This design comes from an exercise in tuning for small area and a short achievable clock period on the open sky130 flow, not from production work. The RTL was checked by simulation tests, not by an equivalence proof against the original design. Power figures rest on the tool's default switching activity, not on a simulated workload.

==> design.v <==
module aux_rx_sync (
    input  wire        clk,
    input  wire        rst,           
    input  wire        arm,           
    input  wire [15:0] arm_t,
    input  wire        tick,          
    input  wire        rx_valid,      
    input  wire [7:0]  rx_data,
    output wire        rx_ready,
    output wire        rx_done,
    output wire [1:0]  rx_state,
    output wire [7:0]  cmd_status,
    output wire [8:0]  rx_cnt,
    output wire        rx_ovf,
    output wire        rx_prep,
    output wire [15:0] qrem,
    output wire [15:0] orem,
    output wire [7:0]  res_status,
    output wire [7:0]  res_src,
    output wire [7:0]  res_dst,
    output wire [7:0]  res_cmd,
    output wire [7:0]  res_len,
    output wire [7:0]  res_plen,
    input  wire        rd_sel,        
    input  wire [8:0]  rd_idx,
    output wire [7:0]  rd_byte
);
    localparam [15:0] Q_TICKS  = 16'd100;
    localparam [7:0]  SENTINEL = 8'h3B;
    localparam [8:0]  RX_CAP   = 9'd258;
    localparam [1:0] S_OFF = 2'd0, S_IDLE = 2'd1, S_COLL = 2'd2;
    localparam [7:0] ST_OK       = 8'h00;
    localparam [7:0] ST_SHORT    = 8'h01;
    localparam [7:0] ST_SIZE     = 8'h03;
    localparam [7:0] ST_CKSUM    = 8'h04;
    localparam [7:0] ST_NODATA   = 8'h06;
    localparam [7:0] ST_TIMEOUT  = 8'h07;
    localparam [7:0] ST_BADOPND  = 8'h0D;
    localparam [7:0] ST_BUSY     = 8'h0E;
    localparam [7:0] ST_NONE     = 8'hFF;
    localparam [2:0] RC_NONE     = 3'd2;       
    reg [1:0]  state_q;
    reg [1:0]  cmd_q;                  
    reg [8:0]  cnt_q;
    reg        ovf_q;
    reg        prep_q;
    reg [6:0]  qrem_q;                 
    reg [15:0] orem_q;
    reg [7:0]  sum_q;                  
    reg [2:0]  res_code_q;             
    wire busy      = (state_q == S_IDLE) || (state_q == S_COLL);
    wire arm_ok    = arm && (arm_t != 16'd0) && !busy;
    wire take      = !arm && rx_valid && busy;
    wire do_tick   = !arm && !take && tick;
    wire store     = take && (cnt_q != RX_CAP);
    wire [6:0]  qrem_dec = qrem_q - 7'd1;
    wire [15:0] orem_dec = orem_q - 16'd1;
    wire        q_last   = (qrem_q == 7'd1);
    wire        o_last   = (orem_q == 16'd1);
    wire tick_idle = do_tick && (state_q == S_IDLE);
    wire tick_coll = do_tick && (state_q == S_COLL);
    wire [7:0] b0 = {col7[0], col6[0], col5[0], col4[0], col3[0], col2[0], col1[0], col0[0]};
    wire [7:0] b1 = {col7[1], col6[1], col5[1], col4[1], col3[1], col2[1], col1[1], col0[1]};
    wire [7:0] b2 = {col7[2], col6[2], col5[2], col4[2], col3[2], col2[2], col1[2], col0[2]};
    wire [7:0] b3 = {col7[3], col6[3], col5[3], col4[3], col3[3], col2[3], col1[3], col0[3]};
    wire [7:0] b4 = {col7[4], col6[4], col5[4], col4[4], col3[4], col2[4], col1[4], col0[4]};
    wire       f_prep = (b0 != SENTINEL);
    wire [7:0] f_len  = f_prep ? b0 : b1;
    wire [9:0] cand_len  = {1'b0, cnt_q} + {9'd0, f_prep};
    wire [9:0] frame_len = {2'b00, f_len} + 10'd3;
    wire [7:0] ck_sum = f_prep ? sum_q : (sum_q - SENTINEL);
    reg [7:0] f_status;
    always @(*) begin
        if (ovf_q)
            f_status = ST_SIZE;
        else if (cand_len < 10'd6)
            f_status = ST_SHORT;
        else if (cand_len != frame_len)
            f_status = ST_SIZE;
        else if (ck_sum != 8'd0)
            f_status = ST_CKSUM;
        else
            f_status = ST_OK;
    end
    reg [257:0] col0, col1, col2, col3, col4, col5, col6, col7;
    genvar b, k;
    generate
        for (k = 0; k < 258; k = k + 1) begin : g_wr
            always @(posedge clk)
                if (store && (cnt_q == k))
                    {col7[k], col6[k], col5[k], col4[k],
                     col3[k], col2[k], col1[k], col0[k]} <= rx_data;
        end
    endgenerate
    always @(posedge clk) begin
        if (rst) begin
            state_q      <= S_OFF;
            cmd_q        <= 2'd3;
            cnt_q        <= 9'd0;
            ovf_q        <= 1'b0;
            prep_q       <= 1'b0;
            qrem_q       <= 7'd0;
            orem_q       <= 16'd0;
            sum_q        <= 8'd0;
            res_code_q   <= RC_NONE;
        end else begin
            if (arm) begin
                if (arm_t == 16'd0)
                    cmd_q <= 2'd1;
                else if (busy)
                    cmd_q <= 2'd2;
                else
                    cmd_q <= 2'd0;
            end
            if (arm_ok) begin
                state_q      <= S_IDLE;
                cnt_q        <= 9'd0;
                ovf_q        <= 1'b0;
                prep_q       <= 1'b0;
                qrem_q       <= 7'd0;
                orem_q       <= arm_t;
                sum_q        <= 8'd0;
                res_code_q   <= RC_NONE;
            end
            if (take) begin
                state_q <= S_COLL;
                qrem_q  <= Q_TICKS[6:0];
                if (store) begin
                    cnt_q <= cnt_q + 9'd1;
                    sum_q <= sum_q + rx_data;
                end else begin
                    ovf_q <= 1'b1;
                end
            end
            if (tick_idle) begin
                orem_q <= orem_dec;
                if (o_last) begin
                    state_q      <= S_OFF;
                    res_code_q   <= ST_NODATA[2:0];
                end
            end
            if (tick_coll) begin
                qrem_q <= qrem_dec;
                orem_q <= orem_dec;
                if (q_last) begin
                    state_q      <= S_OFF;
                    prep_q       <= f_prep;
                    res_code_q   <= f_status[2:0];
                end else if (o_last) begin
                    state_q      <= S_OFF;
                    res_code_q   <= ST_TIMEOUT[2:0];
                end
            end
        end
    end
    assign rx_state   = state_q;
    assign rx_ready   = busy;
    assign rx_done    = (state_q == S_OFF) && (res_code_q != RC_NONE);
    assign cmd_status = (cmd_q == 2'd0) ? ST_OK : (cmd_q == 2'd1) ? ST_BADOPND :
                        (cmd_q == 2'd2) ? ST_BUSY : ST_NONE;
    assign rx_cnt     = cnt_q;
    assign rx_ovf     = ovf_q;
    assign rx_prep    = prep_q;
    assign qrem       = {9'd0, qrem_q};
    assign orem       = orem_q;
    wire res_ok = (res_code_q == 3'd0);
    wire [7:0] h_len = prep_q ? b0 : b1;
    wire [7:0] h_src = prep_q ? b1 : b2;
    wire [7:0] h_dst = prep_q ? b2 : b3;
    wire [7:0] h_cmd = prep_q ? b3 : b4;
    assign res_status = (res_code_q == RC_NONE) ? ST_NONE : {5'd0, res_code_q};
    assign res_src    = res_ok ? h_src : 8'd0;
    assign res_dst    = res_ok ? h_dst : 8'd0;
    assign res_cmd    = res_ok ? h_cmd : 8'd0;
    assign res_len    = res_ok ? h_len : 8'd0;
    assign res_plen   = res_ok ? (h_len - 8'd3) : 8'd0;
    wire [2:0] il = rd_idx[2:0];
    wire [2:0] im = rd_idx[5:3];
    wire [2:0] ih = rd_idx[8:6];
    wire       off5  = rd_sel && !prep_q;
    wire       off4  = rd_sel &&  prep_q;
    wire       c_lo  = (off5 && (il >= 3'd3)) || (off4 && il[2]);
    wire       c_mid = c_lo && (im == 3'd7);
    function lt9(input [8:0] a, input [8:0] bb);
        integer n;
        reg r;
        begin
            r = 1'b0;
            for (n = 0; n < 9; n = n + 1)
                r = (!a[n] && bb[n]) || (!(a[n] ^ bb[n]) && r);
            lt9 = r;
        end
    endfunction
    wire [7:0] dec_lo, dec_mid;
    wire [4:0] dec_hi;
    genvar j;
    generate
        for (j = 0; j < 8; j = j + 1) begin : g_dec
            assign dec_lo[j]  = off5 ? (il == ((j + 3) % 8)) :
                                off4 ? (il == ((j + 4) % 8)) : (il == j);
            assign dec_mid[j] = c_lo ? (im == ((j + 7) % 8)) : (im == j);
        end
        for (j = 0; j < 5; j = j + 1) begin : g_dec_hi
            assign dec_hi[j] = c_mid ? (ih == ((j + 7) % 8)) : (ih == j);
        end
    endgenerate
    wire [2063:0] colv = {col7, col6, col5, col4, col3, col2, col1, col0};
    wire [7:0]    rd_val;
    genvar g;
    generate
        for (b = 0; b < 8; b = b + 1) begin : g_rd
            wire [257:0] cb = colv[258*b +: 258];
            wire [39:0]  t1;           
            wire [4:0]   t2;           
            for (g = 0; g < 32; g = g + 1) begin : g_t1
                aux_rx_sel8 u_s1 (.d(cb[8*g +: 8]), .s(dec_lo), .y(t1[g]));
            end
            assign t1[32] = |(cb[257:256] & dec_lo[1:0]);
            assign t1[39:33] = 7'd0;
            for (g = 0; g < 5; g = g + 1) begin : g_t2
                aux_rx_sel8 u_s2 (.d(t1[8*g +: 8]), .s(dec_mid), .y(t2[g]));
            end
            assign rd_val[b] = |(t2 & dec_hi);
        end
    endgenerate
    wire       pay_ok  = res_ok && lt9(rd_idx, {1'b0, res_plen});
    wire       rd_ok   = rd_sel ? pay_ok : lt9(rd_idx, cnt_q);
    assign rd_byte = rd_ok ? rd_val : 8'd0;
endmodule
module aux_rx_sel8 (
    input  wire [7:0] d,
    input  wire [7:0] s,
    output wire       y
);
    assign y = |(d & s);
endmodule
==> run.sh <==
#!/bin/bash
# synth_recipe.tcl (not shown) runs the flow's synth.tcl, then flattens the netlist and writes it again
# the make line also repeats each setting of config.mk as NAME=value (left out here)
make -C /OpenROAD-flow-scripts/flow DESIGN_CONFIG=/design/flow/config.mk WORK_HOME=/design/flow/orfs CLKGATE_MAP_FILE= SYNTH_SCRIPT=/design/flow/synth_recipe.tcl finish
==> config.mk <==
export PLATFORM = sky130hd
export DESIGN_NAME = aux_rx_sync
export DESIGN_NICKNAME = aux_rx_sync
export VERILOG_FILES = /design/flow/design.v
export SDC_FILE = /design/flow/constraint.sdc
export NUM_CORES = 4
export LEC_CHECK = 0
export CAP_MARGIN = 20
export CORE_MARGIN = 2
export CORE_UTILIZATION = 55
export CTS_BUF_LIST = sky130_fd_sc_hd__clkbuf_16
export CTS_CLUSTER_DIAMETER = 80
export CTS_CLUSTER_SIZE = 30
export PLACE_DENSITY = 0.7
export SETUP_SLACK_MARGIN = 4.5
export SLEW_MARGIN = 20
export SYNTH_HIERARCHICAL = 1
export SYNTH_MINIMUM_KEEP_SIZE = 0
export TNS_END_PERCENT = 5
==> constraint.sdc <==
create_clock -name core_clock -period 10.0 [get_ports {clk}]
set_input_delay 2.0000 -clock core_clock [delete_from_list [all_inputs] [get_ports {clk}]]
set_output_delay 2.0000 -clock core_clock [all_outputs]
set_load 0.01 [all_outputs]
==> results of run 1 <==
## state kept, by name (all words and copies together) (netlist names), 258 cells and up
signal,count
col4,258
col0,258
col2,258
col7,258
col5,258
col6,258
col1,258
col3,258
## per-module statistics from Yosys, one instance, submodules excluded
| module | area [sq um] | flops+latches | cells inside |
|---|---|---|---|
| aux_rx_sync | 68710 | 2113 | 3136 |
| aux_rx_sel8 | 36.28 | 0 | 5 |
## power groups by stage
| stage | combinational, mW | sequential [mW] | clock, mW |
|---|---|---|---|
| after floorplan | 0.449 | 9.93 | 0 |
| after global placement | 0.920 | 9.93 | 0 |
| after detailed placement | 0.936 | 9.93 | 0 |
| after CTS | 1.07 | 9.73 | 4.58 |
| after global routing | 1.14 | 9.73 | 4.84 |
| final | 1.10 | 9.73 | 4.57 |
## routing by layer
metal | GRT usage [%] | up-vias | part of all wire [%]
met5 | 0 | - | 0.0048
met4 | 11.50 | 2 | 4.5
met3 | 6.498 | 546 | 12
met2 | 46.70 | 3379 | 45
met1 | 44.13 | 24684 | 38
li1 | - | 20296 | -
## layout make-up
cell class,count,area (sq um),share of cell area [%]
diodes,2,5.005,0.005589
inverters,36,148.9,0.1663
clock inverters,43,478.0,0.5338
well taps,1903,2381,2.659
multi-input cells,2444,17030,19.02
flip-flops and latches,2113,62960,70.31
clock buffers,93,2327,2.599
repair buffers,334,4213,4.705
## kinds of logic (layout without fill, tap and decap cells)
group / after synthesis / count (layout) / share of synthesized area, %
and+or+nand+nor: 893 / 894 / 5.680
muxes: 35 / 35 / 0.4456
AOI/OAI and AO/OA: 1381 / 1381 / 12.93
other: 1 / 67 / 0.004720
adders and majority gates: 40 / 40 / 0.6393
DFF: 2113 / 2113 / 79.24
xor gates and xnor gates: 29 / 29 / 0.3716
buffers and inverters: 124 / 506 / 0.6834
## tightest hold or removal path, stage by stage, from the launching register on
cell     delay (ns)
dfxtp_1        0.33
nand3_1        0.07
a21oi_1        0.06
## cells in the final DEF (no fill, tap or decap), types with 16 or more instances in the layout
master / n
a22oi_2: 102
bufbuf_16: 16
clkdlybuf4s50_1: 117
nand4_1: 303
nor2_1: 360
clkbuf_16: 93
buf_12: 38
mux2i_1: 32
a22oi_1: 1096
ha_1: 39
o21ai_0: 20
conb_1: 65
inv_1: 37
dfxtp_1: 48
edfxtp_1: 2064
nor3_1: 23
nand3_1: 23
buf_16: 19
xnor2_1: 17
buf_6: 22
buf_4: 100
nand2_1: 68
a21oi_1: 52
## timing repair
action,4_1_cts,5_1_grt
pin swaps,114,16
gates resized for setup,249,7
setup buffers,59,1
gates cloned,26,0
setup endpoints to repair,12,13
endpoints found under the hold margin,0,0
## stage by stage
stage	util [%]	cell area [sq um]	setup WS [ns]	hold WS [ns]
6_report	62.41	89540	2.643	0.5002
4_1_cts	62.39	89510	2.851	0.4890
5_1_grt	62.41	89540	2.640	0.5409
3_5_place_dp	58.87	84470	1.048	0.4769
3_3_place_gp	58.87	84470	1.027	0.4775
2_1_floorplan	-	79870	1.288	0.4703
## how the worst max path moves through the flow
| stage | depth (start not counted) | startpoint | endpoint | slack, ns |
|---|---|---|---|---|
| finish | 15 | rd_idx[2] | rd_byte[4] | 2.64 |
| global route | 13 | rd_idx[0] | rd_byte[2] | 2.64 |
| CTS | 15 | rd_idx[2] | rd_byte[0] | 2.85 |
| detailed placement | 14 | rd_sel | rd_byte[5] | 1.05 |
| global placement | 14 | rd_sel | rd_byte[5] | 1.03 |
| floorplan | 10 | rd_sel | rd_byte[0] | 1.29 |
==> flow_metrics.tcl, run 1 <==
set metrics [dict create \
    status "finished clean" \
    cts.sinks 2113 \
    clock-root-buffer "clkbuf_16" \
    cts.clk_slew.worst_paths_ns 0.10 \
    p_leak_nw 26.67 \
    cp.required_ns 8.00 \
    routedWlPerCell_microns 32.68 \
    crit_arrival_ns 5.36 \
    pin_count 150 \
    stdcell_count 6968 \
    synth-seq-area-share_pct 79.24 \
    powerDensity_nw_per_um2 171.9 \
    final_hold_viol_count 0 \
    maxCapViolCount 0 \
    post-route-min-period_ns 7.357 \
    pwr-share-seq_pct 63.2 \
    endpoint_kind "output port" \
    cts_buffer_depth 3 \
    grt_pass1_wl_mm 327.5 \
    row_count 139 \
    die-height_microns 384.1 \
    crit-reg2reg-launch "state_q[1]$_SDFF_PP0_" \
    yosysWarnings 7 \
    switching_share_pct 22.88 \
    crit_path_start_kind "input port" \
    fin_nets 5098 \
    first_pass_iters 9 \
    dr_total_vias 48907 \
    p_comb_share_pct 7.1 \
    hold_depth 2 \
    crit_slowest_cell "a222oi_1" \
    core_area_sq_um 143500 \
    fin_crit_sh_pct 73.57 \
    synth_area_sq_um 79450 \
    slew_violations 0 \
    r2r_cells 9 \
    first_iter_violations 7883 \
    yosysMostFrequentCell "edfxtp_1" \
    hp-class "reg -> reg" \
    h-tree-depth 3 \
    nFillCells 10030 \
    antenna_found_initial 2 \
    drive_above_1_share_pct 10.11 \
    routed_wl_mm 227.7 \
    reg2reg_slack_ns 6.04 \
    synth_edf_count 2064 \
    critPathMaxFanout 24 \
    syn_avg_cell_area_sq_um 17.21 \
    remaining_drc_errors 0 \
    synth_top_area_share_pct 78.01 \
    numPortBuffers 140 \
    synth_area_leaders "edfxtp_1, a22oi_1, nand4_1" \
    synth_cell_type_count 78 \
    hold_buffers 0 \
    finalPower_mw 15.39 \
    holdPathEnd "orem_q[7]$_SDFFE_PP0P_" \
    cts-buffers-inserted 90 \
    ys_ff_latch 2113 \
    grt_pass1_vias 46483 \
    clkPwrFrac_pct 29.7 \
    track_usage_pct 30.72 \
    synth-async-reset-ratio_pct 0 \
    chipWidth_microns 384.1 \
    worstPathCellList "buf_12 > inv_4 > nand3_1 > o21ai_2 > a21oi_4 > nor2_4 > buf_6 > buf_12 > a22oi_1 > nand4_1 > a22oi_1 > nand4_1 > a222oi_1 > a21oi_4 > clkdlybuf4s15_2" \
    setup_violations 0 \
    irDropWorstVdd_v 0.0001597 \
    synth_common_cells "edfxtp_1, a22oi_1, nor2_1, nand4_1, nand2_1" \
    relSlewSlack_pct 24.74 \
    timing.rr.end "col2[155]$_DFFE_PP_" \
    yosys.area.top_type "edfxtp_1" \
    fin_skew_ns 0.03562 \
    worstHoldStart "orem_q[7]$_SDFFE_PP0P_" \
    cts_tree "done" \
    dp_hpwl_mm 130.8 \
    crit_family "compound AO/OA/AOI/OAI gates" \
    fmax_ghz 0.1359 \
    synth_flop_cell "edfxtp_1" \
    grt_max_degree 195 \
    initial_core_util_pct 55.38 \
    worstSkewPairLatency_ns 0.75 \
    finalSetupTns_ns 0 \
    p_switching_mw 3.521 \
    dieArea_sq_um 147500 \
    crit_type "in -> out" \
    p_int_mw 11.87 \
    ant_nets 0 \
    placedCellCount 6744 \
    tightest_slew_ns 1.129 \
    rsz0062_at_grt "yes" \
    synth_cells 4616 \
    viasPerCell 7.019 \
    cpPeakStageDelay_ns 0.65 \
    syn_to_final_growth_pct 12.70 \
    place.gp.congestion 0.9255 \
    gr-total-overflow 0 \
    path_buf_inv 5 \
]
==> run 2: changes to the inputs <==
--- a/config.mk
+++ b/config.mk
@@ -7,11 +7,11 @@
 export LEC_CHECK = 0
 export CAP_MARGIN = 20
 export CORE_MARGIN = 2
-export CORE_UTILIZATION = 55
+export CORE_UTILIZATION = 65
 export CTS_BUF_LIST = sky130_fd_sc_hd__clkbuf_16
 export CTS_CLUSTER_DIAMETER = 80
 export CTS_CLUSTER_SIZE = 30
-export PLACE_DENSITY = 0.7
+export PLACE_DENSITY = 0.75
 export SETUP_SLACK_MARGIN = 4.5
 export SLEW_MARGIN = 20
 export SYNTH_HIERARCHICAL = 1
==> run 2 against run 1 <==
Against the previous run: synthesized area is the same; largest cell class unchanged; clock-buffer cell count shrank 1; still clean; sequential power is essentially flat; core utilization grew 10 points; synthesized cell count is the same; maximum frequency shrank 2.7%; routed wire length shrank 3.7%; sequential cell count is the same; final cell count shrank 4.4%.
==> flow_metrics.tcl, run 2 <==
set metrics [dict create \
    status "finished clean" \
    dieArea_sq_um 125100 \
    cts_tree "done" \
    nFillCells 7375 \
    grt_max_degree 167 \
    irDropWorstVdd_v 0.0002241 \
    initial_core_util_pct 65.36 \
    first_iter_violations 8158 \
    hp-class "reg -> reg" \
    dp_hpwl_mm 128.7 \
    final_hold_viol_count 0 \
    p_int_mw 11.84 \
    cts.sinks 2113 \
    fmax_ghz 0.1323 \
    crit_arrival_ns 5.56 \
    cp.required_ns 8.00 \
    synth_cell_type_count 78 \
    remaining_drc_errors 0 \
    critPathMaxFanout 28 \
    p_leak_nw 26.29 \
    setup_violations 0 \
    cts.clk_slew.worst_paths_ns 0.10 \
    ant_nets 0 \
    synth_area_sq_um 79450 \
    yosysWarnings 7 \
    switching_share_pct 22.22 \
    dr_total_vias 48604 \
    worstSkewPairLatency_ns 0.73 \
    gr-total-overflow 0 \
    fin_skew_ns 0.03649 \
    synth_flop_cell "edfxtp_1" \
    numPortBuffers 140 \
    synth_edf_count 2064 \
    p_comb_share_pct 6.9 \
    synth_top_area_share_pct 78.01 \
    grt_pass1_vias 45871 \
    fin_crit_sh_pct 75.58 \
    die-height_microns 353.6 \
    critPathMostFrequentCell "nand4_1" \
    core_area_sq_um 121600 \
    h-tree-depth 3 \
    powerDensity_nw_per_um2 172.6 \
    crit_type "in -> out" \
    routed_wl_mm 219.4 \
    row_count 128 \
    routedWlPerCell_microns 32.95 \
    first_pass_iters 7 \
    synth_common_cells "edfxtp_1, a22oi_1, nor2_1, nand4_1, nand2_1" \
    cts_buffer_depth 3 \
    worstPathCellList "buf_6 > nand3b_1 > nor2_1 > a21oi_4 > nor2_4 > buf_4 > buf_16 > a22oi_1 > nand4_1 > a22oi_2 > nand4_1 > a222oi_1 > a21oi_2 > buf_2" \
    chipWidth_microns 353.6 \
    hold_buffers 0 \
    synth_area_leaders "edfxtp_1, a22oi_1, nand4_1" \
    crit_path_start_kind "input port" \
    maxCapViolCount 0 \
    synth-seq-area-share_pct 79.24 \
    synth_cells 4616 \
    track_usage_pct 34.89 \
    cpPeakStageDelay_ns 1.06 \
    placedCellCount 6476 \
    cts-buffers-inserted 86 \
    final_common_cell "edfxtp_1" \
    rsz0062_at_grt "yes" \
    tightest_slew_ns 1.185 \
    stdcell_count 6658 \
    place.gp.congestion 0.9134 \
    fin_util_pct 72.53 \
    post-route-min-period_ns 7.558 \
    yosys.area.top_type "edfxtp_1" \
    ys_ff_latch 2113 \
    viasPerCell 7.300 \
    holdWs_ns 0.4977 \
    relSlewSlack_pct 21.03 \
    grt_pass1_wl_mm 317.5 \
    p_switching_mw 3.382 \
    fin_nets 5070 \
    synth-async-reset-ratio_pct 0 \
    pin_count 150 \
    clkPwrFrac_pct 29.2 \
    crit_slowest_cell "a222oi_1" \
    seq_area_sq_um 62960 \
    antenna_found_initial 4 \
    drive_above_1_share_pct 8.569 \
    final_cell_mix "edfxtp_1, a22oi_1, nor2_1, nand4_1, clkdlybuf4s50_1" \
    endpoint_kind "output port" \
    finalSetupTns_ns 0 \
    syn_to_final_growth_pct 10.96 \
    syn_avg_cell_area_sq_um 17.21 \
    multi_input_area_sq_um 16790 \
    pwr-share-seq_pct 63.9 \
    clock-root-buffer "clkbuf_16" \
    slew_violations 0 \
    yosysMostFrequentCell "edfxtp_1" \
]
==> run 2: cell counts after synthesis <==
Identical to the previous run, type by type.
==> run 2: worst paths after layout <==
path / start / to / slack (ns) / cells after the start
min: orem_q[7]$_SDFFE_PP0P_ / orem_q[7]$_SDFFE_PP0P_ / 0.50 / 2
max reg2reg: cnt_q[4]$_SDFF_PP0_ / col5[256]$_DFFE_PP_ / 5.58 / 5
max: rd_sel / rd_byte[7] / 2.44 / 14
min reg2reg: orem_q[7]$_SDFFE_PP0P_ / orem_q[7]$_SDFFE_PP0P_ / 0.50 / 2
==> run 2: per-stage QoR <==
step	power [mW]	worst slack [ns]	instance area, sq um
global route	15.53	2.524	88160
CTS	15.18	2.683	88080
global placement	10.84	0.9599	84160
finish	15.22	2.442	88170
floorplan	10.38	1.288	79870
detailed placement	10.86	0.9112	84160
==> run 2: cell type report <==
cell class | count | share of cell area (%)
flip-flops and latches | 2113 | 71.41
multi-input cells | 2444 | 19.05
repair buffers | 310 | 3.974
clock buffers | 92 | 2.611
well taps | 1625 | 2.306
clock inverters | 35 | 0.4641
inverters | 36 | 0.1746
diodes | 3 | 0.008515
==> run 2: logic make-up (layout without fill, tap and decap cells) <==
logic type      Yosys count  in the layout  share of synthesized area, %
compound gates         1381           1381                         12.93
buf+inv                 124            473                        0.6834
other cells               1             68                      0.004720
flops                  2113           2113                         79.24
fa+ha+maj                40             40                        0.6393
simple gates            893            894                         5.680
mux                      35             35                        0.4456
xor+xnor                 29             29                        0.3716
==> run 2: power groups by stage <==
stage	clock (mW)	combinational [mW]	sequential [mW]
2_1_floorplan	0	0.449	9.93
3_3_place_gp	0	0.914	9.93
3_5_place_dp	0	0.932	9.93
4_1_cts	4.44	1.01	9.72
5_1_grt	4.72	1.08	9.73
6_report	4.45	1.04	9.73
==> run 2: routing by layer <==
metal	vias up	part of all wire [%]	GRT usage, %
li1	20189	-	-
met1	24327	36	50.53
met2	3556	46	52.70
met3	528	13	7.314
met4	4	4.8	14.25
met5	-	0.012	0
==> run 2: repair_timing <==
item | CTS | global route
hold endpoints to repair | 0 | 0
endpoints found under the setup margin | 15 | 13
cloned | 13 | 0
pin swaps | 58 | 8
setup buffers | 38 | 0
gates resized for setup | 149 | 14
==> run 2: critical path: cells and delay by family <==
family | cells | cell delay (ns)
compound gates | 5 | 1.96
buf+inv | 4 | 0.74
simple gates | 5 | 0.79
==> run 2: per-module statistics from Yosys (local to each module, per instance) <==
| module | cells | area (sq um) |
|---|---|---|
| aux_rx_sel8 | 5 | 36.28 |
| aux_rx_sync | 3136 | 68710 |
==> run 3: changes to the inputs <==
--- a/config.mk
+++ b/config.mk
@@ -7,11 +7,11 @@
 export LEC_CHECK = 0
 export CAP_MARGIN = 20
 export CORE_MARGIN = 2
-export CORE_UTILIZATION = 65
+export CORE_UTILIZATION = 75
 export CTS_BUF_LIST = sky130_fd_sc_hd__clkbuf_16
 export CTS_CLUSTER_DIAMETER = 80
 export CTS_CLUSTER_SIZE = 30
-export PLACE_DENSITY = 0.75
+export PLACE_DENSITY = 0.82
 export SETUP_SLACK_MARGIN = 4.5
 export SLEW_MARGIN = 20
 export SYNTH_HIERARCHICAL = 1
==> run 3 against run 2 <==
Against the previous run: sequential share of layout area up 0.10 points; routed wire length rose by 6.0%; hold slack improved by 0.0060 ns; clock skew fell by 0.0021 ns; maximum frequency up 1.8%; synthesized cell count stayed put; register-to-register slack improved by 0.31 ns; critical endpoint is now rd_byte[0]; largest cell class unchanged.
==> flow_metrics.tcl, run 3 <==
set metrics [dict create \
    synth-seq-area-share_pct 79.24 \
    use_met1_pct 58.74 \
    gr-total-overflow 0 \
    crit_family "compound AO/OA/AOI/OAI gates" \
    crit_type "in -> out" \
    fin_crit_sh_pct 74.26 \
    synth-async-reset-ratio_pct 0 \
    syn_to_final_growth_pct 10.81 \
    routedWlPerCell_microns 36.14 \
    nFillCells 4813 \
    routed_wl_mm 232.5 \
    path_buf_inv 5 \
    worstSkewPairLatency_ns 0.72 \
    first_pass_iters 6 \
    dr_total_vias 50743 \
    pin_count 150 \
    synth_cells 4616 \
    yosys.area.top_type "edfxtp_1" \
    irDropWorstVdd_v 0.0002311 \
    first_iter_violations 9849 \
    worstPathCellList "buf_6 > clkinvlp_4 > nand2_4 > o22ai_4 > buf_6 > buf_6 > a22oi_2 > nand4_1 > a22oi_2 > nand4_1 > a222oi_1 > a21oi_2 > buf_2" \
    ant_nets 0 \
    synth_top_area_share_pct 78.01 \
    slew_violations 0 \
    viasPerCell 7.887 \
    status "finished clean" \
    synth_cell_type_count 78 \
    die-height_microns 329.5 \
    synth_edf_count 2064 \
    post-route-min-period_ns 7.426 \
    fin_skew_ns 0.03438 \
    dieArea_sq_um 108600 \
    synth_area_sq_um 79450 \
    tightest_slew_ns 1.142 \
    final_common_cell "edfxtp_1" \
    yosysWarnings 7 \
    use_met3_pct 12.78 \
    cpPeakStageDelay_ns 0.84 \
    cts.sinks 2113 \
    track_usage_pct 42.95 \
    yosysMostFrequentCell "edfxtp_1" \
    syn_avg_cell_area_sq_um 17.21 \
    cts_buffer_depth 3 \
    chipWidth_microns 329.5 \
    setup_violations 0 \
    clock-root-buffer "clkbuf_16" \
    grt_pass1_vias 47932 \
    cts.clk_slew.worst_paths_ns 0.11 \
    numPortBuffers 140 \
    rsz0062_at_grt "yes" \
    relSlewSlack_pct 23.63 \
    hp-class "reg -> reg" \
    synth_area_leaders "edfxtp_1, a22oi_1, nand4_1" \
    fmax_ghz 0.1347 \
    core_area_sq_um 105100 \
    fin_nets 5092 \
    synth_flop_cell "edfxtp_1" \
    finalPower_mw 14.94 \
    final_hold_viol_count 0 \
    grt_use_met2_pct 64.88 \
    antenna_found_initial 17 \
    maxCapViolCount 0 \
    final_cell_mix "edfxtp_1, a22oi_1, nor2_1, nand4_1, buf_4" \
    row_count 119 \
    crit_slowest_cell "a222oi_1" \
    pre_cts_ws_ns 0.9366 \
    crit_path_start_kind "input port" \
    crit_arrival_ns 5.43 \
    remaining_drc_errors 0 \
    placedCellCount 6244 \
    cts-buffers-inserted 82 \
    finalSetupTns_ns 0 \
    stdcell_count 6434 \
    powerDensity_nw_per_um2 169.7 \
    design_area_sq_um 88040 \
    drive_above_1_share_pct 9.374 \
    synth_common_cells "edfxtp_1, a22oi_1, nor2_1, nand4_1, nand2_1" \
    cp.required_ns 8.00 \
    critPathMaxFanout 15 \
    grt_pass1_wl_mm 330.5 \
    h-tree-depth 3 \
    initial_core_util_pct 75.59 \
    cts_tree "done" \
    dp_hpwl_mm 134.7 \
    critPathMostFrequentCell "buf_6" \
    busiest_layer "met2" \
    p_leak_nw 26.33 \
    place.gp.congestion 0.9647 \
    endpoint_kind "output port" \
    ys_ff_latch 2113 \
    grt_max_degree 154 \
    placed_cell_area_sq_um 83920 \
    finalWorstSetupSlack_ns 2.574 \
]
==> run 3: changes by cell type in the layout (fill, tap and decap cells not counted), moves of 4 or more <==
cell / before / now
buf_8: 16 / 10
a22oi_2: 57 / 91
clkdlybuf4s50_1: 122 / 117
clkbuf_16: 92 / 85
buf_4: 109 / 120
clkinvlp_4: 7 / 3
buf_6: 15 / 27
a22oi_1: 1141 / 1107
clkinv_8: 4 / 0
dlygate4sd2_1: 1 / 5
buf_12: 24 / 33
diode_2: 3 / 8
==> run 3: per-module statistics from Yosys, one instance, submodules excluded <==
module | cells inside | cell area (sq um)
aux_rx_sel8 | 5 | 36.28
aux_rx_sync | 3136 | 68710
==> run 3: final timing paths <==
check                          from                     end  slack (ns)  cells past startpoint
max                       rd_idx[1]              rd_byte[0]        2.57                     13
min reg2reg  orem_q[7]$_SDFFE_PP0P_  orem_q[7]$_SDFFE_PP0P_        0.50                      2
min          orem_q[7]$_SDFFE_PP0P_  orem_q[7]$_SDFFE_PP0P_        0.50                      2
max reg2reg     cnt_q[7]$_SDFF_PP0_     col1[255]$_DFFE_PP_        5.89                      5
==> run 3: stage by stage <==
stage | util [%] | hold WS [ns]
2_1_floorplan | - | 0.4703
3_3_place_gp | 79.82 | 0.4757
3_5_place_dp | 79.83 | 0.4847
4_1_cts | 83.55 | 0.5000
5_1_grt | 83.74 | 0.5439
6_report | 83.76 | 0.5037
==> run 3: worst reg2reg max path, stage by stage (launching register included) <==
cell and delay (ns):
dfxtp_1 0.90, nor2_1 0.34, nand2_1 0.61, nor3_1 0.27
a31oi_2 0.99, and2_1 0.63
==> run 3: cells by family after synthesis <==
logic type,Yosys count,share of synthesized area [%]
multiplexers,35,0.4456
flip-flops,2113,79.24
buffers and inverters,124,0.6834
adder cells (fa/ha/maj),40,0.6393
AND/OR/NAND/NOR,893,5.680
XOR/XNOR,29,0.3716
other,1,0.004720
AO/OA/AOI/OAI,1381,12.93
==> run 3: final cells by class <==
class                           instances  area, sq um  share of cell area (%)
Antenna cell                            8        20.02                 0.02274
Inverter                               36        153.9                  0.1748
Tap cell                             1391         1740                   1.977
Multi-Input combinational cell       2445        17050                   19.36
Clock inverter                         21        180.2                  0.2046
Clock buffer                           85         2127                   2.416
Sequential cell                      2113        62960                   71.51
Timing Repair Buffer                  335         3814                   4.332
==> run 3: timing repair <==
action / in CTS / in global routing
pin swaps: 71 / 37
resized for setup: 211 / 29
hold buffers: 0 / 0
endpoints found under the hold margin: 0 / 0
setup buffers: 51 / 9
gates cloned: 16 / 0
setup endpoints to repair: 13 / 15
==> run 3: power by group <==
group,switching (mW),total (mW),internal (mW)
clock,2.51,4.11,1.59
sequential,0.0176,9.73,9.71
combinational,0.784,1.11,0.323
==> run 3: layer usage <==
| layer | routed length [microns] | up-vias |
|---|---|---|
| met3 | 36930 | 889 |
| li1 | - | 20188 |
| met2 | 105800 | 4901 |
| met4 | 13930 | 20 |
| met1 | 75740 | 24745 |
| met5 | 140 | - |
==> run 4: changes to the inputs <==
--- a/design.v
+++ b/design.v
@@ -210,16 +210,16 @@
     generate
         for (b = 0; b < 8; b = b + 1) begin : g_rd
             wire [257:0] cb = colv[258*b +: 258];
-            wire [39:0]  t1;           
+            wire [32:0]  t1;           
             wire [4:0]   t2;           
             for (g = 0; g < 32; g = g + 1) begin : g_t1
                 aux_rx_sel8 u_s1 (.d(cb[8*g +: 8]), .s(dec_lo), .y(t1[g]));
             end
             assign t1[32] = |(cb[257:256] & dec_lo[1:0]);
-            assign t1[39:33] = 7'd0;
-            for (g = 0; g < 5; g = g + 1) begin : g_t2
+            for (g = 0; g < 4; g = g + 1) begin : g_t2
                 aux_rx_sel8 u_s2 (.d(t1[8*g +: 8]), .s(dec_mid), .y(t2[g]));
             end
+            assign t2[4] = t1[32] & dec_mid[0];
             assign rd_val[b] = |(t2 & dec_hi);
         end
     endgenerate
--- a/config.mk
+++ b/config.mk
@@ -7,11 +7,11 @@
 export LEC_CHECK = 0
 export CAP_MARGIN = 20
 export CORE_MARGIN = 2
-export CORE_UTILIZATION = 75
+export CORE_UTILIZATION = 60
 export CTS_BUF_LIST = sky130_fd_sc_hd__clkbuf_16
-export CTS_CLUSTER_DIAMETER = 80
-export CTS_CLUSTER_SIZE = 30
-export PLACE_DENSITY = 0.82
+export CTS_CLUSTER_DIAMETER = 70
+export CTS_CLUSTER_SIZE = 25
+export PLACE_DENSITY = 0.72
 export SETUP_SLACK_MARGIN = 4.5
 export SLEW_MARGIN = 20
 export SYNTH_HIERARCHICAL = 1
==> run 4 against run 3 <==
Against the previous run: sequential cell count did not move; maximum frequency rose by 4.3%; power rose by 7.3%; critical path depth rose by 1; cell area rose by 3.4%; final cell count rose by 6.7%; sequential power barely moved; clock power rose by 26%; core utilization fell by 14 points; clock-buffer cell count rose by 29; clock skew rose by 0.0036 ns; register-to-register slack got worse by 0.05 ns; critical endpoint is now rd_byte[4].
==> flow_metrics.tcl, run 4 <==
set metrics [dict create \
    fin_crit_sh_pct 71.18 \
    crit_slowest_cell "a22oi_2" \
    synth_top_area_share_pct 78.15 \
    cts_tree "done" \
    synth_cells 4614 \
    syn_avg_cell_area_sq_um 17.19 \
    drive_above_1_share_pct 13.78 \
    crit_family "compound AO/OA/AOI/OAI gates" \
    fin_util_pct 69.31 \
    post-route-min-period_ns 7.118 \
    rsz0062_at_grt "yes" \
    synth_edf_count 2064 \
    cts_buffer_depth 3 \
    relSlewSlack_pct 25.17 \
    synth-async-reset-ratio_pct 0 \
    yosysWarnings 7 \
    hp-class "reg -> reg" \
    slew_violations 0 \
    h-tree-depth 3 \
    synth_common_cells "edfxtp_1, a22oi_1, nor2_1, nand4_1, nand2_1" \
    endpoint_kind "output port" \
    fin_skew_ns 0.03797 \
    synth_area_sq_um 79310 \
    row_count 133 \
    synth_xor_area_share_pct 0.3960 \
    grt_use_met2_pct 52.36 \
    crit-reg2reg-launch "state_q[1]$_SDFF_PP0_" \
    fmax_ghz 0.1405 \
    worstPathCellList "buf_6 > nand3_1 > o21a_4 > mux2i_4 > and2_4 > buf_12 > buf_6 > a22oi_2 > nand4_1 > a22oi_2 > nand4_1 > a22oi_2 > a31oi_4 > buf_6" \
    cp.required_ns 8.00 \
    antenna_found_initial 8 \
    synth_cell_type_count 79 \
    finalSetupTns_ns 0 \
    final_common_cell "edfxtp_1" \
    place.gp.congestion 0.9350 \
    critical_path.startpoint "rd_sel" \
    crit_type "in -> out" \
    use_met3_pct 7.511 \
    synth-seq-area-share_pct 79.39 \
    worstSkewPairLatency_ns 0.79 \
    dr_total_vias 49518 \
    first_iter_violations 8377 \
    grt_pass1_wl_mm 332.8 \
    final_cell_mix "edfxtp_1, a22oi_1, nor2_1, nand4_1, a22oi_2" \
    dieArea_sq_um 135100 \
    reg2reg_slack_ns 5.84 \
    cts.sinks 2113 \
    dp_hpwl_mm 129.1 \
    placed_cell_area_sq_um 83800 \
    synth_fa_ha_area_share_pct 0.6405 \
    p_leak_nw 27.23 \
    remaining_drc_errors 0 \
    finalWorstSetupSlack_ns 2.882 \
    setup_violations 0 \
    synth_area_leaders "edfxtp_1, a22oi_1, nand4_1" \
    viasPerCell 7.216 \
    cpPeakStageDelay_ns 0.58 \
    fin_nets 5100 \
    path_buf_inv 4 \
    first_pass_iters 7 \
    finalPower_mw 16.03 \
    track_usage_pct 34.19 \
    synth.area.mux_share_pct 0.4307 \
    cts.clk_slew.worst_paths_ns 0.09 \
    synthSimpleGateAreaFrac_pct 5.779 \
    pin_count 150 \
    worstHoldStart "orem_q[3]$_SDFFE_PP0P_" \
    hold_buffers 0 \
    routed_wl_mm 235.1 \
    powerDensity_nw_per_um2 176.2 \
    clock-root-buffer "clkbuf_16" \
    yosysMostFrequentCell "edfxtp_1" \
    numPortBuffers 140 \
    gr-total-overflow 0 \
    maxCapViolCount 0 \
    status "finished clean" \
    core_area_sq_um 131300 \
    crit_path_start_kind "input port" \
    busiest_layer "met2" \
    grt_pass1_vias 46645 \
    ant_nets 0 \
    die-height_microns 367.6 \
    syn_to_final_growth_pct 14.75 \
    pre_cts_ws_ns 1.001 \
    irDropWorstVdd_v 0.0002321 \
    initial_core_util_pct 60.40 \
    routedWlPerCell_microns 34.27 \
    chipWidth_microns 367.6 \
    yosys.area.top_type "edfxtp_1" \
    crit_arrival_ns 5.12 \
    tightest_slew_ns 1.122 \
    cts-buffers-inserted 110 \
    design_area_sq_um 91010 \
    grt_max_degree 175 \
    synth_flop_cell "edfxtp_1" \
    synth-compound-area-share_pct 12.65 \
    use_met1_pct 47.75 \
    ys_ff_latch 2113 \
    critPathMaxFanout 20 \
    final_hold_viol_count 0 \
    synth_top_family_by_area "compound AO/OA/AOI/OAI gates" \
]
[run 4: kinds of logic (layout without fill, tap and decap cells)]
family          after synthesis  count (layout)
other cells                   1              15
xor+xnor                     31              31
mux                          34              34
fa+ha+maj                    40              40
compound gates             1354            1354
flops                      2113            2113
buf+inv                     131             605
simple gates                910             915
[run 4: layout make-up]
class	instances	area, sq um
antenna	6	15.01
tap	1755	2196
timing repair buffer	378	4826
inverter	35	141.4
clock inverter	78	772.0
fill	8200	40290
clock buffer	114	2853
multi-input combinational	2383	17240
sequential	2113	62960
[run 4: modules after synthesis (local to each module, per instance)]
module	copies in the design	cells	flip-flops and latches
aux_rx_sync	1	3174	2113
aux_rx_sel8	288	5	0
[run 4: final timing paths]
path                                                to  cells after the start
worst min-delay path            orem_q[3]$_SDFFE_PP0P_                      2
worst max-delay path                        rd_byte[4]                     14
worst min register to register  orem_q[3]$_SDFFE_PP0P_                      2
worst max register to register     col4[179]$_DFFE_PP_                      8
[run 4: power by group]
part           total (mW)  internal, mW  switching (mW)
logic                1.15         0.368           0.783
clock network        5.16          2.30            2.86
registers            9.73          9.71          0.0167
total                16.0          12.4            3.66
[run 4: stage by stage]
stage          std cells  hold WS [ns]
3_3_place_gp        6537        0.4760
2_1_floorplan       4622        0.4516
4_1_cts             6842        0.5014
3_5_place_dp        6537        0.4861
5_1_grt             6860        0.5465
6_report            6862        0.5031
[run 4: routing by layer]
metal	vias to the layer above	share of wire (%)	routed length, microns
met5	-	0.0043	10
met4	2	5.3	12530
met2	3726	46	108200
met1	24841	36	83890
li1	20299	-	-
met3	650	13	30550
[run 4: repair_timing]
| action | 4_1_cts | 5_1_grt |
|---|---|---|
| endpoints found under the setup margin | 14 | 11 |
| gates cloned | 35 | 4 |
| pin swaps | 128 | 58 |
| setup buffers | 78 | 10 |
| resized for setup | 336 | 69 |
[run 4: worst reg2reg max path, stage by stage, from the launching register on]
cell	delay, ns
dfxtp_1	0.41
inv_1	0.09
ha_1	0.38
nand2_1	0.09
nor2_1	0.55
and3_1	0.34
nand2_1	0.68
buf_4	0.53
nor2_1	0.68
==> run 5: changes to the inputs <==
--- a/design.v
+++ b/design.v
@@ -204,8 +204,10 @@
             assign dec_hi[j] = c_mid ? (ih == ((j + 7) % 8)) : (ih == j);
         end
     endgenerate
+    wire       pay_ok  = res_ok && lt9(rd_idx, {1'b0, res_plen});
+    wire       rd_ok   = rd_sel ? pay_ok : lt9(rd_idx, cnt_q);
+    wire [4:0] hi_ok   = dec_hi & {5{rd_ok}};
     wire [2063:0] colv = {col7, col6, col5, col4, col3, col2, col1, col0};
-    wire [7:0]    rd_val;
     genvar g;
     generate
         for (b = 0; b < 8; b = b + 1) begin : g_rd
@@ -220,12 +222,9 @@
                 aux_rx_sel8 u_s2 (.d(t1[8*g +: 8]), .s(dec_mid), .y(t2[g]));
             end
             assign t2[4] = t1[32] & dec_mid[0];
-            assign rd_val[b] = |(t2 & dec_hi);
+            aux_rx_sel5 u_s3 (.d(t2), .s(hi_ok), .y(rd_byte[b]));
         end
     endgenerate
-    wire       pay_ok  = res_ok && lt9(rd_idx, {1'b0, res_plen});
-    wire       rd_ok   = rd_sel ? pay_ok : lt9(rd_idx, cnt_q);
-    assign rd_byte = rd_ok ? rd_val : 8'd0;
 endmodule
 module aux_rx_sel8 (
     input  wire [7:0] d,
@@ -234,3 +233,38 @@
 );
     assign y = |(d & s);
 endmodule
+module aux_rx_sel5 (
+    input  wire [4:0] d,
+    input  wire [4:0] s,
+    output wire       y
+);
+    wire n0, n1, n2;
+    aux_rx_aoi22 u_a0 (.a(d[0]), .b(s[0]), .c(d[1]), .d(s[1]), .yn(n0));
+    aux_rx_aoi22 u_a1 (.a(d[2]), .b(s[2]), .c(d[3]), .d(s[3]), .yn(n1));
+    aux_rx_nand2 u_a2 (.a(d[4]), .b(s[4]), .y(n2));
+    aux_rx_nand3 u_n  (.a(n0), .b(n1), .c(n2), .y(y));
+endmodule
+module aux_rx_aoi22 (
+    input  wire a,
+    input  wire b,
+    input  wire c,
+    input  wire d,
+    output wire yn
+);
+    assign yn = ~((a & b) | (c & d));
+endmodule
+module aux_rx_nand2 (
+    input  wire a,
+    input  wire b,
+    output wire y
+);
+    assign y = ~(a & b);
+endmodule
+module aux_rx_nand3 (
+    input  wire a,
+    input  wire b,
+    input  wire c,
+    output wire y
+);
+    assign y = ~(a & b & c);
+endmodule
==> run 5 against run 4 <==
Against the previous run: clock skew increased by 0.0056 ns; power decreased by 0.50%; largest power group unchanged; combinational power decreased by 13%; final cell count decreased by 0.82%; largest cell class unchanged.
==> flow_metrics.tcl, run 5 <==
set metrics [dict create \
    status "finished clean" \
    synth_cells 4612 \
    critPathMaxFanout 57 \
    syn_to_final_growth_pct 12.55 \
    routed_wl_mm 216.6 \
    cts_tree "done" \
    synth_area_leaders "edfxtp_1, a22oi_1, nand4_1" \
    fin_skew_ns 0.04354 \
    irDropWorstVdd_v 0.0001832 \
    cp.required_ns 8.00 \
    synth_edf_count 2064 \
    path_depth 13 \
    pin_count 150 \
    grt_pass1_wl_mm 311.5 \
    numPortBuffers 140 \
    hold_buffers 0 \
    rsz0062_at_grt "yes" \
    dr_total_vias 48025 \
    synth_top_area_share_pct 78.17 \
    gr-total-overflow 0 \
    synth-async-reset-ratio_pct 0 \
    initial_core_util_pct 60.39 \
    first_pass_iters 6 \
    relSlewSlack_pct 22.56 \
    worstHoldStart "sum_q[3]$_SDFF_PP0_" \
    fin_crit_sh_pct 70.66 \
    first_iter_violations 7609 \
    crit_slowest_cell "nand4_1" \
    yosysMostFrequentCell "edfxtp_1" \
    routedWlPerCell_microns 31.82 \
    fin_util_pct 67.96 \
    final_common_cell "edfxtp_1" \
    crit_type "in -> out" \
    grt_max_degree 187 \
    place.gp.congestion 0.9465 \
    final_cell_mix "edfxtp_1, a22oi_1, nor2_1, nand4_1, clkdlybuf4s50_1" \
    path_buf_inv 4 \
    hp-class "reg -> reg" \
    synth_area_sq_um 79290 \
    fin_nets 5040 \
    crit_path_start_kind "input port" \
    reg2reg_slack_ns 5.17 \
    dp_hpwl_mm 127.9 \
    p_leak_nw 26.70 \
    fmax_ghz 0.1415 \
    track_usage_pct 31.66 \
    viasPerCell 7.056 \
    finalSetupTns_ns 0 \
    core_area_sq_um 131300 \
    cts.sinks 2113 \
    chipWidth_microns 367.5 \
    cts.clk_slew.worst_paths_ns 0.09 \
    multi_input_area_sq_um 16620 \
    remaining_drc_errors 0 \
    r2r_cells 7 \
    holdPathEnd "sum_q[3]$_SDFF_PP0_" \
    crit_arrival_ns 5.07 \
    critPathMostFrequentCell "a22oi_2" \
    hold_depth 2 \
    dieArea_sq_um 135100 \
    synth_common_cells "edfxtp_1, a22oi_1, nor2_1, nand4_1, nand2_1" \
    clock-root-buffer "clkbuf_16" \
    crit-reg2reg-launch "cnt_q[4]$_SDFF_PP0_" \
    final_hold_viol_count 0 \
    drive_above_1_share_pct 10.84 \
    crit_family "compound AO/OA/AOI/OAI gates" \
    tightest_slew_ns 1.157 \
    maxCapViolCount 0 \
    antenna_found_initial 5 \
    synth-seq-area-share_pct 79.41 \
    row_count 133 \
    yosysWarnings 7 \
    slew_violations 0 \
    syn_avg_cell_area_sq_um 17.19 \
    synth_flop_cell "edfxtp_1" \
    cts-buffers-inserted 108 \
    worstPathCellList "buf_8 > nor2_4 > a22oi_2 > o21ai_4 > buf_12 > buf_8 > a22oi_1 > nand4_1 > a22oi_2 > nand4_1 > a22oi_2 > nand3_2 > buf_6" \
    cpPeakStageDelay_ns 0.39 \
    yosys.area.top_type "edfxtp_1" \
    ys_ff_latch 2113 \
    grt_pass1_vias 45183 \
    timing.rr.end "col0[193]$_DFFE_PP_" \
    cts_buffer_depth 3 \
    nFillCells 8449 \
    post-route-min-period_ns 7.066 \
    endpoint_kind "output port" \
    synth_cell_type_count 74 \
    h-tree-depth 3 \
    setup_violations 0 \
    powerDensity_nw_per_um2 178.8 \
    worstSkewPairLatency_ns 0.79 \
    ant_nets 0 \
    die-height_microns 367.5 \
    seq_area_sq_um 62960 \
]
-- run 5: metal layers --
| metal | GRT usage (%) | routed length, microns | share of wire, % | up-vias |
|---|---|---|---|---|
| met3 | 5.762 | 25200 | 12 | 497 |
| met5 | 0 | 19 | 0.0088 | - |
| met2 | 49.68 | 102300 | 47 | 3214 |
| li1 | - | - | - | 20128 |
| met1 | 44.49 | 79680 | 37 | 24182 |
| met4 | 12.72 | 9407 | 4.3 | 4 |
-- run 5: kinds of logic after synthesis --
logic type | synth area share (%)
flops | 79.41
compound gates | 12.64
simple gates | 5.728
buf+inv | 0.6912
fa+ha+maj | 0.6533
xor+xnor | 0.4150
mux | 0.4561
other cells | 0.004730
-- run 5: where the power goes --
| group | switching (mW) | internal [mW] | total (mW) |
|---|---|---|---|
| clock | 2.84 | 2.38 | 5.22 |
| sequential | 0.0195 | 9.71 | 9.73 |
| combinational | 0.711 | 0.294 | 1.00 |
| total | 3.57 | 12.4 | 16.0 |
-- run 5: worst min-delay path: stages, from the launching register on --
cell and delay, ns:
dfxtp_1 0.35, nand2_1 0.06, a21oi_1 0.05
-- run 5: per-stage QoR --
step,cell area [sq um],hold WS [ns],instances,power [mW],setup slack (ns)
floorplan,79470,0.4578,4620,10.35,1.293
global placement,83920,0.4803,6549,10.81,1.296
detailed placement,83920,0.4877,6549,10.83,1.159
CTS,89030,0.5030,6795,15.93,3.102
global route,89220,0.5327,6802,16.31,2.926
finish,89230,0.4991,6806,15.95,2.934
-- run 5: Yosys stat by module (local to each module, per instance), excerpt --
module,cells,times used
aux_rx_nand3,1,8
aux_rx_sel8,5,288
aux_rx_aoi22,1,16
aux_rx_sync,3140,1
aux_rx_nand2,1,8
-- run 5: layout make-up --
type,count,share of cell area [%]
Antenna cell,5,0.01402
Clock buffer,113,3.169
Clock inverter,82,0.9689
Inverter,35,0.1697
Multi-Input combinational cell,2386,18.63
Sequential cell,2113,70.56
Tap cell,1755,2.461
Timing Repair Buffer,316,4.023
Timing Repair inverter,1,0.005609
-- run 5: how the worst max path moves through the flow --
| stage | slack [ns] | end | from |
|---|---|---|---|
| 6_report | 2.93 | rd_byte[6] | rd_sel |
| 5_1_grt | 2.93 | rd_byte[2] | rd_idx[1] |
| 4_1_cts | 3.10 | rd_byte[2] | rd_idx[1] |
| 3_5_place_dp | 1.16 | rd_byte[1] | rd_idx[1] |
| 3_3_place_gp | 1.30 | rd_byte[0] | rd_idx[1] |
| 2_1_floorplan | 1.29 | rd_byte[0] | rd_idx[1] |
-- run 5: what timing repair did --
item,in CTS,in global routing
gates resized for setup,222,16
cloned,11,3
setup endpoints to repair,15,9
pin swaps,102,18
setup buffers,40,2
==> run 6: changes to the inputs <==
--- a/config.mk
+++ b/config.mk
@@ -7,11 +7,11 @@
 export LEC_CHECK = 0
 export CAP_MARGIN = 20
 export CORE_MARGIN = 2
-export CORE_UTILIZATION = 60
+export CORE_UTILIZATION = 75
 export CTS_BUF_LIST = sky130_fd_sc_hd__clkbuf_16
 export CTS_CLUSTER_DIAMETER = 70
 export CTS_CLUSTER_SIZE = 25
-export PLACE_DENSITY = 0.72
+export PLACE_DENSITY = 0.82
 export SETUP_SLACK_MARGIN = 4.5
 export SLEW_MARGIN = 20
 export SYNTH_HIERARCHICAL = 1
==> run 6 against run 5 <==
Against the previous run: synthesized area unchanged; combinational power up 23%; routed wire length up 22%; critical path depth grew 1; setup slack worse by 0.37 ns; largest power group unchanged; highest routed layer unchanged.
==> flow_metrics.tcl, run 6 <==
set metrics [dict create \
    status "finished clean" \
    yosysMostFrequentCell "edfxtp_1" \
    cts.clk_slew.worst_paths_ns 0.10 \
    grt_pass1_wl_mm 349.1 \
    worstSkewPairLatency_ns 0.76 \
    syn_avg_cell_area_sq_um 17.19 \
    final_hold_viol_count 0 \
    dp_hpwl_mm 124.0 \
    yosysWarnings 7 \
    irDropWorstVdd_v 0.0002148 \
    synth_edf_count 2064 \
    p_leak_nw 27.34 \
    synth_area_sq_um 79290 \
    synth-async-reset-ratio_pct 0 \
    yosys.area.top_type "edfxtp_1" \
    powerDensity_nw_per_um2 172.8 \
    fin_nets 5130 \
    placed_cell_area_sq_um 83300 \
    design_area_sq_um 90830 \
    cts_buffer_depth 3 \
    synth_cells 4612 \
    fin_util_pct 86.41 \
    initial_core_util_pct 75.43 \
    setup_violations 0 \
    relSlewSlack_pct 13.68 \
    clock-root-buffer "clkbuf_16" \
    place.gp.congestion 0.8887 \
    synth_area_leaders "edfxtp_1, a22oi_1, nand4_1" \
    pin_count 150 \
    final_common_cell "edfxtp_1" \
    tightest_slew_ns 1.290 \
    cts.sinks 2113 \
    crit_type "in -> out" \
    syn_to_final_growth_pct 14.56 \
    ant_nets 0 \
    wl_met2_mm 115.2 \
    grt_max_degree 179 \
    holdWs_ns 0.5164 \
    route.met3.wl_mm 48.49 \
    maxUsedRoutingLayer "met5" \
    stdcell_count 6490 \
    seq_area_sq_um 62960 \
    wl_met1_mm 75.44 \
    critPathMaxFanout 34 \
    rsz0062_at_grt "yes" \
    drive_above_1_share_pct 14.36 \
    crit_arrival_ns 5.44 \
    crit_path_start_kind "input port" \
    first_iter_violations 12051 \
    h-tree-depth 3 \
    routedWlPerCell_microns 40.62 \
    row_count 119 \
    dieArea_sq_um 108300 \
    gr-total-overflow 0 \
    chipWidth_microns 329.1 \
    nFillCells 4110 \
    fin_skew_ns 0.04090 \
    cts_tree "done" \
    first_pass_iters 8 \
    finalSetupTns_ns 0 \
    hold_depth 2 \
    dr_total_vias 53765 \
    multi_input_area_sq_um 17380 \
    core_area_sq_um 105100 \
    synth_cell_type_count 74 \
    post-route-min-period_ns 7.437 \
    synth_top_area_share_pct 78.17 \
    final_cell_mix "edfxtp_1, a22oi_1, nor2_1, nand4_1, a22oi_2" \
    synth_common_cells "edfxtp_1, a22oi_1, nor2_1, nand4_1, nand2_1" \
    synth_flop_cell "edfxtp_1" \
    die-height_microns 329.1 \
    cp.required_ns 8.00 \
    synth-seq-area-share_pct 79.41 \
    hp-class "reg -> reg" \
    r2r_cells 9 \
    remaining_drc_errors 0 \
    numPortBuffers 140 \
    endpoint_kind "output port" \
    placedCellCount 6155 \
    slew_violations 0 \
    maxCapViolCount 0 \
    routed_wl_mm 263.6 \
    fmax_ghz 0.1345 \
    cts-buffers-inserted 101 \
    track_usage_pct 45.71 \
    antenna_found_initial 16 \
    ys_ff_latch 2113 \
    fin_crit_sh_pct 74.37 \
    viasPerCell 8.284 \
    grt_pass1_vias 49739 \
]
==> run 6: cell counts after synthesis <==
No cell type changed its count.
==> run 6: per-layer routing <==
layer / global-route usage, % / up-vias
met5: 0 / -
met3: 15.74 / 1577
met4: 27.38 / 22
li1: - / 20259
met2: 67.88 / 6389
met1: 59.45 / 25518
==> run 6: cells by family (layout without fill, tap and decap cells) <==
family / after synthesis / in the layout / share of synthesized area, %
other: 1 / 16 / 0.004730
buffers and inverters: 124 / 588 / 0.6912
adder cells (fa/ha/maj): 41 / 41 / 0.6533
multiplexers: 36 / 36 / 0.4561
XOR/XNOR: 36 / 36 / 0.4150
AO/OA/AOI/OAI: 1341 / 1344 / 12.64
AND/OR/NAND/NOR: 920 / 925 / 5.728
flip-flops: 2113 / 2113 / 79.41
==> run 6: cell type report <==
cell class,instances,area share (%)
multi-input combinational,2391,19.14
inverter,35,0.1736
tap,1391,1.916
timing repair buffer,409,6.175
clock buffer,105,2.893
sequential,2113,69.32
antenna,7,0.01928
clock inverter,39,0.3692
==> run 6: critical path, cell delays in order <==
cell and delay, ns:
buf_12 0.11, buf_4 0.15, buf_4 0.15, nand4_1 0.12, o21ai_4 0.14, buf_4 0.22, bufbuf_16 0.35, a22oi_1 0.72
nand4_1 0.30, a22oi_1 0.24, nand4_1 0.23, a22oi_2 0.35, nand3_2 0.15, buf_6 0.17
==> run 6: final timing paths <==
| kind | from | end | slack (ns) |
|---|---|---|---|
| max | rd_idx[2] | rd_byte[2] | 2.56 |
| min | sum_q[4]$_SDFF_PP0_ | sum_q[4]$_SDFF_PP0_ | 0.52 |
| max reg2reg | state_q[0]$_SDFF_PP0_ | col7[241]$_DFFE_PP_ | 4.69 |
| min reg2reg | sum_q[4]$_SDFF_PP0_ | sum_q[4]$_SDFF_PP0_ | 0.52 |
==> run 6: Yosys stat by module, one instance, submodules excluded, excerpt <==
module | cells | flip-flops and latches | cell area, sq um | times used
aux_rx_sel8 | 5 | 0 | 36.28 | 288
aux_rx_nand2 | 1 | 0 | 3.754 | 8
aux_rx_sync | 3140 | 2113 | 68570 | 1
aux_rx_aoi22 | 1 | 0 | 12.51 | 16
aux_rx_nand3 | 1 | 0 | 5.005 | 8
==> run 6: report_power, final <==
group / internal [mW] / total, mW / leakage (nW) / switching (mW)
combinational: 0.381 / 1.23 / 6.91 / 0.845
sequential: 9.71 / 9.73 / 18.9 / 0.0193
clock: 1.96 / 4.74 / 1.48 / 2.79
==> run 6: stage by stage <==
stage	power, mW	setup WS (ns)
after floorplan	10.35	1.293
after global placement	10.76	1.121
after detailed placement	10.79	1.461
after CTS	15.36	3.212
after global routing	15.85	2.699
final	15.70	2.563
==> run 6: timing repair <==
action | in CTS | in global routing
pin swaps | 168 | 84
resized for setup | 380 | 68
gates cloned | 48 | 15
buffers inserted | 81 | 38
hold buffers | 0 | 0
setup endpoints to repair | 83 | 214
==> run 7: changes to the inputs <==
--- a/config.mk
+++ b/config.mk
@@ -7,11 +7,11 @@
 export LEC_CHECK = 0
 export CAP_MARGIN = 20
 export CORE_MARGIN = 2
-export CORE_UTILIZATION = 75
+export CORE_UTILIZATION = 65
 export CTS_BUF_LIST = sky130_fd_sc_hd__clkbuf_16
 export CTS_CLUSTER_DIAMETER = 70
 export CTS_CLUSTER_SIZE = 25
-export PLACE_DENSITY = 0.82
+export PLACE_DENSITY = 0.75
 export SETUP_SLACK_MARGIN = 4.5
 export SLEW_MARGIN = 20
 export SYNTH_HIERARCHICAL = 1
==> run 7 against run 6 <==
Against the previous run: die area rose by 15%; sequential cell count did not move; synthesized cell count unchanged; global-route usage is 10 points lower; cell area is 1.1% lower; maximum frequency is 2.8% higher; largest power group unchanged.
==> flow_metrics.tcl, run 7 <==
set metrics [dict create \
    synth_cells 4612 \
    synth_top_area_share_pct 78.17 \
    crit_path_start_kind "input port" \
    maxCapViolCount 0 \
    syn_to_final_growth_pct 13.34 \
    remaining_drc_errors 0 \
    relSlewSlack_pct 18.21 \
    fin_nets 5086 \
    pin_count 150 \
    hp-class "reg -> reg" \
    fin_util_pct 74.02 \
    cts.clk_slew.worst_paths_ns 0.09 \
    finalSetupTns_ns 0 \
    holdWs_ns 0.5103 \
    worstSkewPairLatency_ns 0.76 \
    h-tree-depth 3 \
    critPathMaxFanout 22 \
    fin_crit_sh_pct 72.34 \
    viasPerCell 7.384 \
    yosys.area.top_type "edfxtp_1" \
    nFillCells 7101 \
    dieArea_sq_um 124800 \
    synth_flop_cell "edfxtp_1" \
    dr_total_vias 49467 \
    clock-root-buffer "clkbuf_16" \
    crit_type "in -> out" \
    numPortBuffers 140 \
    p_leak_nw 27.03 \
    synth_common_cells "edfxtp_1, a22oi_1, nor2_1, nand4_1, nand2_1" \
    ys_ff_latch 2113 \
    powerDensity_nw_per_um2 175.9 \
    synth_area_sq_um 79290 \
    synth_cell_type_count 74 \
    first_pass_iters 6 \
    tightest_slew_ns 1.222 \
    cts_tree "done" \
    routed_wl_mm 231.1 \
    seq_area_sq_um 62960 \
    setup_violations 0 \
    cts-buffers-inserted 105 \
    initial_core_util_pct 65.31 \
    synth-async-reset-ratio_pct 0 \
    finalPower_mw 15.80 \
    final_cell_mix "edfxtp_1, a22oi_1, nor2_1, nand4_1, buf_4" \
    row_count 128 \
    syn_avg_cell_area_sq_um 17.19 \
    synth_edf_count 2064 \
    track_usage_pct 35.46 \
    ant_nets 0 \
    antenna_found_initial 8 \
    fin_skew_ns 0.03121 \
    cts.sinks 2113 \
    grt_pass1_wl_mm 321.0 \
    endpoint_kind "output port" \
    chipWidth_microns 353.3 \
    slew_violations 0 \
    core_area_sq_um 121400 \
    routedWlPerCell_microns 34.49 \
    fmax_ghz 0.1382 \
    first_iter_violations 8469 \
    yosysWarnings 7 \
    status "finished clean" \
    place.gp.congestion 0.8966 \
    finalWorstSetupSlack_ns 2.766 \
    drive_above_1_share_pct 11.68 \
    cts_buffer_depth 3 \
    grt_pass1_vias 46476 \
    cp.required_ns 8.00 \
    synth-seq-area-share_pct 79.41 \
    final_common_cell "edfxtp_1" \
    yosysMostFrequentCell "edfxtp_1" \
    multi_input_area_sq_um 16820 \
    post-route-min-period_ns 7.234 \
    die-height_microns 353.3 \
    irDropWorstVdd_v 0.0002071 \
    pre_cts_ws_ns 1.370 \
    crit_arrival_ns 5.23 \
    grt_max_degree 121 \
    synth_area_leaders "edfxtp_1, a22oi_1, nand4_1" \
    dp_hpwl_mm 123.4 \
    final_hold_viol_count 0 \
    rsz0062_at_grt "yes" \
    gr-total-overflow 0 \
]
==> run 7: changes by cell type in the layout (fill, tap and decap cells not counted), sizes merged, moves of 4 or more <==
cell	delta
buf	-48
bufbuf	+4
bufinv	+8
clkbuf	-4
clkinv	+14
inv	+4
==> run 7: critical path, cell delays in order <==
cell	delay, ns
buf_6	0.14
clkinvlp_4	0.16
nand3_1	0.10
o31a_1	0.26
nor2_4	0.12
buf_4	0.20
bufbuf_16	0.33
a22oi_1	0.27
nand4_1	0.15
a22oi_1	0.31
nand4_1	0.29
a22oi_2	0.45
nand3_4	0.22
buf_2	0.20
==> run 7: repair_timing <==
action,CTS,global route
setup endpoints to repair,12,8
pin swaps,106,35
buffers inserted,45,37
gates cloned,33,13
resized for setup,258,33
hold buffers,0,0
==> run 7: through the flow <==
| stage | cell area (sq um) | cells |
|---|---|---|
| after floorplan | 79470 | 4620 |
| after global placement | 83540 | 6395 |
| after detailed placement | 83560 | 6396 |
| after CTS | 89180 | 6643 |
| after global routing | 89850 | 6696 |
| final | 89860 | 6699 |
==> run 7: final cells by class <==
cell class	instances	area share (%)
inverter	35	0.1727
antenna	5	0.01392
clock buffer	105	2.924
tap	1625	2.263
sequential	2113	70.07
clock inverter	64	0.8466
timing repair buffer	362	4.996
multi-input combinational	2390	18.72
==> run 7: per-layer routing <==
metal | GRT usage [%] | vias up | wire [microns]
li1 | - | 20201 | -
met1 | 49.50 | 24562 | 79150
met4 | 15.44 | 8 | 12660
met5 | 0 | - | 112
met2 | 54.71 | 3998 | 106600
met3 | 7.912 | 698 | 32540
==> run 7: path summary, 6_finish.rpt <==
check | start | to | slack (ns) | depth (start not counted)
max | rd_idx[2] | rd_byte[0] | 2.77 | 14
min | sum_q[4]$_SDFF_PP0_ | sum_q[4]$_SDFF_PP0_ | 0.51 | 2
max reg2reg | cnt_q[4]$_SDFF_PP0_ | col5[225]$_DFFE_PP_ | 5.12 | 7
min reg2reg | sum_q[4]$_SDFF_PP0_ | sum_q[4]$_SDFF_PP0_ | 0.51 | 2
==> run 7: modules after synthesis, one instance, submodules excluded, excerpt <==
module	times used	cell area (sq um)
aux_rx_sync	1	68570
aux_rx_sel8	288	36.28
aux_rx_aoi22	16	12.51
aux_rx_nand3	8	5.005
aux_rx_nand2	8	3.754
==> run 7: report_power, final <==
part           switching (mW)  internal, mW  total [mW]
registers              0.0188          9.71        9.73
clock network            2.78          2.21        4.99
logic                   0.754         0.332        1.09
total                    3.55          12.3        15.8
==> run 7: cell families (layout without fill, tap and decap cells) <==
kind of cell	Yosys count	in the layout	share of synthesized area, %
simple gates	920	924	5.728
flops	2113	2113	79.41
buf+inv	124	566	0.6912
xor+xnor	36	36	0.4150
fa+ha+maj	41	41	0.6533
mux	36	36	0.4561
compound gates	1341	1344	12.64
other cells	1	14	0.004730

==> what the ideal ports hide <==
In the flow no input, the clock included, has a driving cell. The finished layouts below were timed again as built, in two steps. Step 1, drivers: a clkbuf_16 drives clk and a buf_2 each remaining input, both assumed. Step 2 adds t to the input delays and takes it off the output delays; t is the mean of the earliest and latest rising clock arrival at the registers after step 1. Input paths then give back, and output paths get back, about the clock's delay inside the block. Three values: no drivers, after step 1, after step 2; two values: the first two.
run | t, ns | setup slack, ns | hold slack, ns | pins driven straight from the clock port
run 1 | 0.828 | 2.643 / 2.578 / 2.578 | 0.500 / 0.500 / 0.500 | 1
run 2 | 0.787 | 2.442 / 2.366 / 2.366 | 0.498 / 0.498 / 0.498 | 1
run 3 | 0.780 | 2.574 / 2.503 / 2.503 | 0.504 / 0.504 / 0.504 | 1
run 4 | 0.837 | 2.882 / 2.795 / 2.795 | 0.503 / 0.503 / 0.503 | 1
run 5 | 0.847 | 2.934 / 2.885 / 2.885 | 0.499 / 0.499 / 0.499 | 1
run 6 | 0.829 | 2.563 / 2.517 / 2.517 | 0.516 / 0.516 / 0.516 | 1
run 7 | 0.821 | 2.766 / 2.696 / 2.696 | 0.510 / 0.510 / 0.510 | 1
After both steps every run listed still meets setup and hold. The setup slack of run 4, which loses most, moves by -0.087 ns with the drivers and by -0.087 ns with both steps.
